This is an optimization exercise on Yosys and OpenROAD, whose aim is small area, a short achievable clock period and few clock cycles per item, not a production implementation. Where RTL was checked, it was by simulation tests only, not by an equivalence proof against the original. Power and IR drop assume default switching activity.

==> flow/design.v (excerpt) <==
module ams_frame_encoder (
    input  wire        clk,
    input  wire        rst,
    input  wire        in_valid,
    output wire        in_ready,
    input  wire        in_clear,
    input  wire        in_stream,      
    input  wire [15:0] in_year,
    input  wire [7:0]  in_month,
    input  wire [7:0]  in_day,
    input  wire [7:0]  in_wday,
    input  wire [7:0]  in_hour,
    input  wire [7:0]  in_minute,
    input  wire [7:0]  in_second,
    input  wire [31:0] in_p,
    input  wire [31:0] in_po,
    input  wire [31:0] in_q,
    input  wire [31:0] in_qo,
    input  wire [31:0] in_i1,
    input  wire [31:0] in_i2,
    input  wire [31:0] in_i3,
    input  wire [15:0] in_u1,
    input  wire [15:0] in_u2,
    input  wire [15:0] in_u3,
    input  wire [31:0] in_tpi,
    input  wire [31:0] in_tpo,
    input  wire [31:0] in_tqi,
    input  wire [31:0] in_tqo,
    output wire        out_valid,
    input  wire        out_ready,
    output wire [7:0]  out_data,
    output wire        out_last
);
    reg        v0, v1;
    reg [15:0] l0_y;
    reg [7:0]  l0_mo, l0_d, l0_w, l0_h, l0_mi;
    reg [7:0]  l0_sr;
  ...
clock: 10.0 ns
lec_check: 0
cap_margin: 20
core_margin: 2
core_utilization: 40
slew_margin: 20
standard.sh (not shown) runs the stock make flow with config.mk's settings and CLKGATE_MAP_FILE= SYNTH_SCRIPT=/design/flow/synth_recipe.tcl, a recipe that flattens the netlist after the stock synthesis.
==> flow/flow/run.sh <==
#!/bin/bash
set -euo pipefail
export BUFFER_PORTS_ARGS="-buffer_cell sky130_fd_sc_hd__buf_1"
export SETUP_SLACK_MARGIN=6.6
bash standard.sh finish > standard_flow.log 2>&1
Testbench counts at the start, summed over its fixed seeds: cycles 73,138, items 512.
Rerun with:
--- a/flow/design.v
+++ b/flow/design.v
@@ -30,42 +30,33 @@
     input  wire        out_ready,
     output wire [7:0]  out_data,
     output wire        out_last
 );
     reg        v0, v1;
     reg [15:0] l0_y;
     reg [7:0]  l0_mo, l0_d, l0_w, l0_h, l0_mi;
-    reg [7:0]  l0_sr;
+    reg [4:0]  l0_q;
     reg [15:0] l1_y;
     reg [7:0]  l1_mo, l1_d, l1_w, l1_h;
-    reg  [4:0] l0_q;
-    reg  [7:0] l0_s;
-    reg  [8:0] l0_s9;
-    always @(posedge clk) begin
-        l0_q  <= l0_sr / 8'd10;
-        l0_s  <= {3'd0, l0_q} * 8'd10;
-        l0_s9 <= {4'd0, l0_q} * 9'd10 + 9'd9;
-    end
-    wire e0_y  = in_year == l0_y;
-    wire e1_y  = in_year == l1_y;
-    wire e0_md = {in_month, in_day} == {l0_mo, l0_d};
-    wire e1_md = {in_month, in_day} == {l1_mo, l1_d};
-    wire e0_wh = {in_wday, in_hour} == {l0_w, l0_h};
-    wire e1_wh = {in_wday, in_hour} == {l1_w, l1_h};
-    wire e0_ms = v0 && (in_minute == l0_mi) && (in_second >= l0_s) && ({1'b0, in_second} <= l0_s9);
-    wire [3:0] n_pt = in_stream ? {e1_y, e1_md, e1_wh, v1}
-                                : {e0_y, e0_md, e0_wh, e0_ms};
+    wire [4:0] sec_q = in_second / 8'd10;
+    wire [7:0] l0_s = {3'd0, l0_q} * 8'd10;
+    wire e0_a = v0 && ({in_year, in_month, in_day} == {l0_y, l0_mo, l0_d});
+    wire e1_a = v1 && ({in_year, in_month, in_day} == {l1_y, l1_mo, l1_d});
+    wire e0_b = {in_wday, in_hour, in_minute} == {l0_w, l0_h, l0_mi};
+    wire e1_b = {in_wday, in_hour} == {l1_w, l1_h};
+    wire e0_c = sec_q == l0_q;
+    wire [2:0] n_pt = in_stream ? {e1_a, e1_b, 1'b1} : {e0_a, e0_b, e0_c};
     reg       in_rdy;
     reg       ld_rdy;          
     reg       act;             
     reg       c_str, c_clr;
-    reg [3:0] c_pt;
+    reg [2:0] c_pt;
     reg       p_v;             
     reg       p_str, p_clr;
-    reg [3:0] p_pt;
+    reg [2:0] p_pt;
     wire c_dup = &c_pt;
     wire c_sgl = c_clr | c_dup;        
     wire c_sup = !c_clr & c_dup;       
     wire p_sgl = p_clr | (&p_pt);
     assign in_ready = in_rdy;
     wire accept = in_valid && in_rdy;
     wire push = act && (!out_v || out_ready);
@@ -231,14 +222,15 @@
                       | ({8{ent}} & ent_b)
                       | ({8{is_dt}} & head)
                       | ({8{tr & ~off[1] & ~off[0]}} & ~crc_f[7:0])
                       | ({8{tr & ~off[1] &  off[0]}} & ~crc[15:8])
                       | ({8{tr & off[1]}} & 8'h7E)
                       | {7'd0, (pos == 9'd0) & c_sup};
     wire cur_last = c_sgl || (tr && off[1]);
+    wire cov      = (pos[8:2] != 7'd0) && !tr;     
     wire a_done   = push && cur_last;
     wire start_c  = accept && (!act || a_done);    
     function [15:0] crc16_byte;
         input [15:0] c_in;
         input [7:0]  d;
         integer k;
         reg [15:0] c;
@@ -262,16 +254,17 @@
         if (rst)
             out_v <= 1'b0;
         else if (!out_v || out_ready)
             out_v <= act;
         if (push) begin
             out_d <= byte_o;
             out_l <= cur_last;
-            crc_d <= byte_o;
         end
+        if (push && cov)
+            crc_d <= byte_o;
     end
     always @(posedge clk) begin
         if (rst) begin
             act    <= 1'b0;
             p_v    <= 1'b0;
             in_rdy <= 1'b1;
             ld_rdy <= 1'b1;
@@ -321,22 +314,22 @@
         if (accept && !in_clear) begin
             if (in_stream) begin
                 l1_y <= in_year; l1_mo <= in_month; l1_d <= in_day;
                 l1_w <= in_wday; l1_h <= in_hour;
             end else begin
                 l0_y <= in_year; l0_mo <= in_month; l0_d <= in_day;
                 l0_w <= in_wday; l0_h <= in_hour; l0_mi <= in_minute;
-                l0_sr <= in_second;
+                l0_q <= sec_q;
             end
         end
     end
     always @(posedge clk) begin
         if (ld_rdy)
             ch <= {in_p, in_po, in_q, in_qo, in_i1, in_i2, in_i3,
                    in_u1, in_u2, in_u3, in_tpi, in_tpo, in_tqi, in_tqo};
-        crc_pend <= push && (pos[8:2] != 7'd0) && !tr;
+        crc_pend <= push && cov;
         if (!act || a_done)
             crc <= 16'hFFFF;
         else if (crc_pend)
             crc <= crc_upd;
     end
 endmodule
Effect: Non-clock buffer count is higher by 37; area after synthesis is lower by 0.95%; wire length went up by 0.59%; final area goes up by 1.4%; worst hold slack improved by 160 ps; setup slack loses 32 ps; global-route usage increases by 0.15 points; maximum frequency goes down by 0.95%; clock skew fell by 8.2 ps; clock power falls by about 6%; synthesized cell count increases by 0.86%; combinational power falls by about 5%; count of clock-buffer cells in the layout goes down by 9; sequential share of layout area falls by 1.6 points.
The RTL of the second run of this note was laid out without a check of its function.

[port drivers added, routing unchanged]
Ports are ideal in the flow. The routed layouts listed here were re-timed in OpenROAD. Step 1: set_driving_cell puts a clkbuf_16 on clk and a buf_2 on each other input, an assumption about the parent block. Step 2 moves the port delays by t, midway between the first and last clock arrival at a register: inputs arrive t later, outputs are due t later. That takes back most of the time a late clock gives input paths. Slacks: ideal / step 1 / step 2; pairs: ideal / step 1.
| run | t, ns | slack for setup (ns) | latest minus earliest clock arrival (ns) |
|---|---|---|---|
| the first run | 0.670 | 6.625 / 6.625 / 6.025 | 0.058 / 0.058 |
| the second run | 0.696 | 6.593 / 6.614 / 5.919 | 0.045 / 0.045 |
After both steps setup and hold are still met in every run listed. For the second run, which loses most, drivers alone change the setup slack by +0.021 ns; drivers and shift together by -0.674 ns.
